Context: an optimization exercise on an open-source flow, tuned for small area and a short achievable clock period. The choices shown serve that exercise and are no tape-out recipe.
The RTL was checked by simulation tests, not by an equivalence proof against the original design.

job 5121:
==> module r19c_d5inc, before the edit <==
module r19c_d5inc (
    input  wire [2:0] r,
    input  wire       ci,
    output wire [2:0] rn,
    output wire       co
);
    assign co    = ci & r[2];
    assign rn[0] = ci ? ~r[0] & ~r[2] : r[0];
    assign rn[1] = ci ? r[1] ^ r[0]   : r[1];
    assign rn[2] = ci ? r[1] & r[0]   : r[2];
endmodule
==> module r19c_timebase, before the edit <==
module r19c_timebase #(
    parameter J = 26
) (
    input  wire        clk,
    input  wire        rst,
    input  wire        tmr_en,      
    input  wire        ie_clr,      
    input  wire        ie_set,      
    input  wire        tset,        
    input  wire [63:0] tset_val,
    output wire [61:0] cnt,         
    output wire [63:0] now_us,
    output wire [63:0] now_ms
);
    localparam NH = 61 - J;         
    localparam QH = 55 - J;         
    reg  [7:0]    tcnt;
    reg  [61:8]   mono_h;
    reg           ovf_pend;
    reg           ie;
    reg  [QH-1:0] q_hi;             
    reg  [8:0]    s_hi;             
    wire        ie_next = ie_clr ? 1'b0 : (ie_set ? 1'b1 : ie);
    wire        wrap    = tmr_en && (&tcnt);
    wire [8:0]  tc;
    assign tc[0] = tmr_en;
    genvar i;
    generate
        for (i = 0; i < 8; i = i + 1) begin : g_tc
            assign tc[i+1] = tc[i] & tcnt[i];
        end
    endgenerate
    wire [7:0]  tcnt_inc = tcnt ^ tc[7:0];
    wire        add1 = ie_next & (ovf_pend ^ wrap);
    wire        add2 = ie_next & ovf_pend & wrap;
    wire        c9   = (mono_h[8] & add1) | add2;
    wire [62:9] p9;
    assign p9[9] = 1'b1;
    generate
        for (i = 9; i < 62; i = i + 1) begin : g_p9
            assign p9[i+1] = p9[i] & mono_h[i];
        end
    endgenerate
    wire [61:8] mono_inc = {mono_h[61:9] ^ ({53{c9}} & p9[61:9]), mono_h[8] ^ add1};
    wire        cx     = c9 & p9[J+1];
    wire        hi_all = &mono_h[61:J+1];
    wire [2:0]  r1i, r2i, r3i;
    wire        k1, k2, k3;
    r19c_d5inc u_i1 (.r(s_hi[2:0]), .ci(cx), .rn(r1i), .co(k1));
    r19c_d5inc u_i2 (.r(s_hi[5:3]), .ci(k1), .rn(r2i), .co(k2));
    r19c_d5inc u_i3 (.r(s_hi[8:6]), .ci(k2), .rn(r3i), .co(k3));
    wire [QH:0] qc;
    assign qc[0] = k3;
    generate
        for (i = 0; i < QH; i = i + 1) begin : g_qc
            assign qc[i+1] = qc[i] & q_hi[i];
        end
    endgenerate
    wire          hwrap = cx & hi_all;
    wire [QH-1:0] q_inc = hwrap ? {QH{1'b0}} : (q_hi ^ qc[QH-1:0]);
    wire [8:0]    s_inc = hwrap ? 9'd0 : {r3i, r2i, r1i};
    wire [NH-1:0] hq;
    wire [8:0]    hs;
    r19c_d125c #(.N(NH)) u_hi (.s_in(9'd0), .x(tset_val[61:J+1]), .q(hq), .s_out(hs));
    always @(posedge clk) begin
        if (rst) begin
            tcnt     <= 8'd0;
            mono_h   <= 54'd0;
            ovf_pend <= 1'b0;
            ie       <= 1'b1;
            q_hi     <= {QH{1'b0}};
            s_hi     <= 9'd0;
        end else begin
            ie       <= ie_next;
            if (tset) begin
                tcnt   <= tset_val[7:0];
                mono_h <= tset_val[61:8];
                q_hi   <= hq[QH-1:0];
                s_hi   <= hs;
            end else begin
                tcnt   <= tcnt_inc;
                mono_h <= mono_inc;
                q_hi   <= q_inc;
                s_hi   <= s_inc;
            end
            ovf_pend <= ~tset & ~ie_next & (ovf_pend | wrap);
        end
    end
    wire [J-1:0] lq;
    wire [8:0]   ls_unused;
    r19c_d125c #(.N(J)) u_lo (.s_in(s_hi), .x(cnt[J:1]), .q(lq), .s_out(ls_unused));
    assign cnt    = {mono_h, tcnt};
    assign now_us = {mono_h, tcnt, 2'b00};
    assign now_ms = {9'd0, q_hi, lq};
endmodule
clock: 130.0 ns
lec_check: 0
abc_area: 1
cap_margin: 20
core_margin: 2
core_utilization: 40
slew_margin: 20
run.sh (not shown) runs the stock make flow with config.mk's settings and CLKGATE_MAP_FILE= SYNTH_SCRIPT=/design/flow/synth_recipe.tcl, a recipe that flattens the netlist after the stock synthesis.
Job 5121 reached the final stage; the timing, design-rule and antenna checks on its layout passed.
#### Input delta (job 2941 over job 5121)
-- flow/design.v --
<<< job 5121, line 30
    assign s_out = {r3[N], r2[N], r1[N]};
endmodule
module r19c_d5inc (
    input  wire [2:0] r,
    input  wire       ci,
    output wire [2:0] rn,
    output wire       co
);
    assign co    = ci & r[2];
    assign rn[0] = ci ? ~r[0] & ~r[2] : r[0];
    assign rn[1] = ci ? r[1] ^ r[0]   : r[1];
    assign rn[2] = ci ? r[1] & r[0]   : r[2];
endmodule
module r19c_timebase #(
    parameter J = 26
) (
    input  wire        clk,
>>> job 2941, line 30
    assign s_out = {r3[N], r2[N], r1[N]};
endmodule
module r19c_timebase #(
    parameter J = 30
) (
    input  wire        clk,
<<< job 5121, line 85
    endgenerate
    wire [61:8] mono_inc = {mono_h[61:9] ^ ({53{c9}} & p9[61:9]), mono_h[8] ^ add1};
    wire        cx     = c9 & p9[J+1];
    wire        hi_all = &mono_h[61:J+1];
    wire [2:0]  r1i, r2i, r3i;
    wire        k1, k2, k3;
    r19c_d5inc u_i1 (.r(s_hi[2:0]), .ci(cx), .rn(r1i), .co(k1));
    r19c_d5inc u_i2 (.r(s_hi[5:3]), .ci(k1), .rn(r2i), .co(k2));
    r19c_d5inc u_i3 (.r(s_hi[8:6]), .ci(k2), .rn(r3i), .co(k3));
    wire [QH:0] qc;
    assign qc[0] = k3;
    generate
        for (i = 0; i < QH; i = i + 1) begin : g_qc
            assign qc[i+1] = qc[i] & q_hi[i];
        end
    endgenerate
    wire          hwrap = cx & hi_all;
    wire [QH-1:0] q_inc = hwrap ? {QH{1'b0}} : (q_hi ^ qc[QH-1:0]);
    wire [8:0]    s_inc = hwrap ? 9'd0 : {r3i, r2i, r1i};
    wire [NH-1:0] hq;
    wire [8:0]    hs;
    r19c_d125c #(.N(NH)) u_hi (.s_in(9'd0), .x(tset_val[61:J+1]), .q(hq), .s_out(hs));
    always @(posedge clk) begin
        if (rst) begin
>>> job 2941, line 74
    endgenerate
    wire [61:8] mono_inc = {mono_h[61:9] ^ ({53{c9}} & p9[61:9]), mono_h[8] ^ add1};
    wire [7:0]  tcnt_n = tset ? tset_val[7:0]  : tcnt_inc;
    wire [61:8] mono_n = tset ? tset_val[61:8] : mono_inc;
    wire [61:0] cnt_n  = {mono_n, tcnt_n};
    wire [NH-1:0] hq;
    wire [8:0]    hs;
    r19c_d125c #(.N(NH)) u_hi (.s_in(9'd0), .x(cnt_n[61:J+1]), .q(hq), .s_out(hs));
    always @(posedge clk) begin
        if (rst) begin
<<< job 5121, line 115
        end else begin
            ie       <= ie_next;
            if (tset) begin
                tcnt   <= tset_val[7:0];
                mono_h <= tset_val[61:8];
                q_hi   <= hq[QH-1:0];
                s_hi   <= hs;
            end else begin
                tcnt   <= tcnt_inc;
                mono_h <= mono_inc;
                q_hi   <= q_inc;
                s_hi   <= s_inc;
            end
            ovf_pend <= ~tset & ~ie_next & (ovf_pend | wrap);
        end
>>> job 2941, line 90
        end else begin
            ie       <= ie_next;
            tcnt     <= tcnt_n;
            mono_h   <= mono_n;
            q_hi     <= hq[QH-1:0];
            s_hi     <= hs;
            ovf_pend <= ~tset & ~ie_next & (ovf_pend | wrap);
        end
--- outcome ---
- Re critical-path maximum fanout: job 2941 is 4 up on job 5121.
- Compared with job 5121, the router placed fewer vias in job 2941.
- Relative to job 5121, fmax decreased by about 3.5% in job 2941.
- Worst slack after detailed placement: job 2941 worse than job 5121
- Summary of job 2941 over job 5121: wire length of the first global-routing pass shows a reduction of 1.1%, overall die area shows a reduction of 4.1%.
- On non-clock buffer count, the higher figure sits with job 5121, not job 2941.
- Job 2941 — TritonCTS buffer count 2 higher, job 5121 as reference
- Job 5121 went all the way through synthesis, placement and routing and the layout is clean on timing, DRC and antenna.
- Job 2941 completed end to end with timing, DRC and antenna clean.

* * *

r19c_top, a different RTL version from the one above (not shown whole).
For scale: about 5000 cells after synthesis, about 270 I/O pins.
==> module r19c_d5s, before the edit <==
module r19c_d5s (input wire [2:0] r, input wire b, output wire q, output wire [2:0] rn);
    assign q = r[2] | (r[1] & (r[0] | b));
    assign rn[2] = b ? r[2] : (r[1] & ~r[0]);
    assign rn[1] = b ? r[0] : (r[2] | (r[0] & ~r[1]));
    assign rn[0] = b ? ~(r[1] | r[2]) : (r[2] | (r[1] & r[0]));
endmodule
==> flow/config.mk <==
export PLATFORM = sky130hd
export DESIGN_NAME = r19c_top
export DESIGN_NICKNAME = r19c_top
export VERILOG_FILES = /design/flow/design.v
export SDC_FILE = /design/flow/constraint.sdc
export NUM_CORES = 4
export LEC_CHECK = 0
export ABC_AREA = 1
export CAP_MARGIN = 20
export CORE_MARGIN = 2
export CORE_UTILIZATION = 70
export PLACE_DENSITY = 0.8
export SLEW_MARGIN = 20
==> flow/constraint.sdc <==
create_clock -name core_clock -period 130.0 [get_ports {clk}]
set_input_delay 26.0000 -clock core_clock [delete_from_list [all_inputs] [get_ports {clk}]]
set_output_delay 26.0000 -clock core_clock [all_outputs]
set_load 0.01 [all_outputs]
standard.sh (not shown) runs the stock make flow with config.mk's settings and CLKGATE_MAP_FILE= SYNTH_SCRIPT=/design/flow/synth_recipe.tcl, a recipe that flattens the netlist after the stock synthesis.
==> flow/flow/run.sh <==
#!/bin/bash
# Layout flow: the standard synthesis, then an area-oriented re-mapping of the
# combinational logic that is off the time-critical paths, then the standard layout.
#
# The cells kept as synthesis mapped them are the flip-flops and the fan-in cones of the
# divider's cut registers (u_tb.q_hi*, u_tb.s_hi*) and of the now_ms outputs; those cones
# hold the paths from the inputs and to the outputs that set the period. Everything else
# is re-mapped by ABC (remap.abc) for area. Each tool writes its own log here.
set -euo pipefail
W=$(pwd)
R=$W/orfs/results/${FLOW_PLATFORM}/r19c_top/base
LIB=${FLOW_HOME}/platforms/${FLOW_PLATFORM}/lib/sky130_fd_sc_hd__tt_025C_1v80.lib
YOSYS=${FLOW_HOME}/../tools/install/yosys/bin/yosys
[[ -x $YOSYS ]] || YOSYS=yosys

bash standard.sh synth > synth.log 2>&1
cp "$R/1_2_yosys.v" netlist_std.v

remap_ok=0
if python3 flow/crit.py netlist_std.v keep.v stubs.v "$LIB" 'u_tb.q_hi,u_tb.s_hi' 'now_ms' > crit.log 2>&1; then
  cat > remap.ys <<EOT
read_liberty -ignore_miss_func $LIB
read_verilog stubs.v
read_verilog keep.v
hierarchy -top ${FLOW_TOP}
flatten
rename -hide w:*.*
opt_clean -purge
abc -script $W/flow/remap.abc -liberty $LIB -dont_use *lpflow* -dont_use *probe* -dont_use *clkdly* -dont_use *dlygate* -dont_use *clkbuf* -dont_use *clkinv*
opt_clean -purge
splitnets
opt_clean -purge
hilomap -singleton -hicell sky130_fd_sc_hd__conb_1 HI -locell sky130_fd_sc_hd__conb_1 LO
insbuf -buf sky130_fd_sc_hd__buf_4 A X
opt_clean -purge
stat
write_verilog -noattr -nohex -nodec remapped_keep.v
EOT
  if "$YOSYS" -s remap.ys > remap.log 2>&1; then
    sed 's/KEEP_sky130/sky130/g' remapped_keep.v > remapped.v
    if python3 flow/ffcheck.py netlist_std.v remapped.v > ffcheck.log 2>&1; then
      remap_ok=1
    fi
  fi
fi
echo "remap_ok=$remap_ok" > remap_status.log
if [[ $remap_ok == 1 ]]; then
  cp remapped.v "$R/1_2_yosys.v"
  touch "$R/1_2_yosys.v"
fi

bash standard.sh > layout.log 2>&1
Other scripts of this flow, unchanged in this note and not shown: flow/flow/crit.py, flow/flow/ffcheck.py, flow/flow/remap.abc
The first run produced a clean layout.
==> next run, changes <==
--- a/flow/design.v
+++ b/flow/design.v
@@ -1,8 +1,13 @@
-module r19c_d5s (input wire [2:0] r, input wire b, output wire q, output wire [2:0] rn);
-    assign q = r[2] | (r[1] & (r[0] | b));
-    assign rn[2] = b ? r[2] : (r[1] & ~r[0]);
-    assign rn[1] = b ? r[0] : (r[2] | (r[0] & ~r[1]));
-    assign rn[0] = b ? ~(r[1] | r[2]) : (r[2] | (r[1] & r[0]));
+module r19c_d5s (
+    input  wire [2:0] r,
+    input  wire       b,
+    output wire       q,
+    output wire [2:0] rn
+);
+    assign q     = (b & r[1]) | (~r[0] & r[1]);
+    assign rn[0] = (b & ~r[0] & ~r[1]) | (~b & r[0] & ~r[1]) | (r[1] & ~r[2]);
+    assign rn[1] = (r[0] & ~r[1]) | (b & ~r[0] & r[1]) | (~b & r[2]);
+    assign rn[2] = (~b & r[0]) | (b & ~r[0] & r[1]);
 endmodule
 module r19c_d125c #(
     parameter N = 8
@@ -35,10 +40,10 @@
     output wire [2:0] rn,
     output wire       co
 );
-    assign co    = ci & r[2];
-    assign rn[0] = ci ? ~r[0] & ~r[2] : r[0];
-    assign rn[1] = ci ? r[1] ^ r[0]   : r[1];
-    assign rn[2] = ci ? r[1] & r[0]   : r[2];
+    assign co    = ci & r[2] & ~r[0];
+    assign rn[0] = ci ? ~r[1] : r[0];
+    assign rn[1] = ci ? r[0] | (r[1] & ~r[2]) : r[1];
+    assign rn[2] = ci ? (r[0] & ~r[1]) | (r[1] & ~r[2] & ~r[0]) : r[2];
 endmodule
 module r19c_timebase #(
     parameter J = 26
Effect: The new run finished with timing, DRC and antenna clean; setup slack degrades by 43 ps; final cell count came out lower by 0.62%; clock-buffer cell count climbs by 1; flip-flop and latch count stays the same; non-clock buffer count came out lower by 4; hold slack loses 14 ps; critical path depth climbs by 20; maximum frequency barely changes; wire length is lower by 2.3%; clock skew rose by 17 ps.

-- separate check: timing with driven ports --
No port has a modelled driver above. Below, the same layouts with a new extraction and two added sets of constraints.
Step 1 sets driving cells, clkbuf_16 on the clock port and buf_2 on the other inputs (assumed; they add their load-dependent delay and slew).
Step 2 times the ports against the registers' clock, not the clock port: input delays grow and output delays shrink by t, the midpoint of the rising clock arrivals with the driver on.
a / b / c = ideal ports / drivers / drivers and shift; a / b = the first two.
run | shift t [ns] | slack for setup (ns) | worst setup path at the end | worst register clock-pin slew, ns
job 5121 | 0.623 | 92.913 / 92.849 / 93.472 | register to output | 0.06 / 0.06
job 2941 | 0.628 | 91.580 / 91.512 / 91.399 | input to register | 0.06 / 0.06
the first run of note 2 | 0.634 | 92.864 / 92.805 / 93.439 | register to output | 0.07 / 0.07
the second run of note 2 | 0.608 | 92.820 / 92.757 / 92.531 | input to register | 0.06 / 0.06
After both steps setup and hold are still met in every run listed. For the second run of note 2, which loses most, drivers alone change the setup slack by -0.063 ns; drivers and shift together by -0.289 ns.
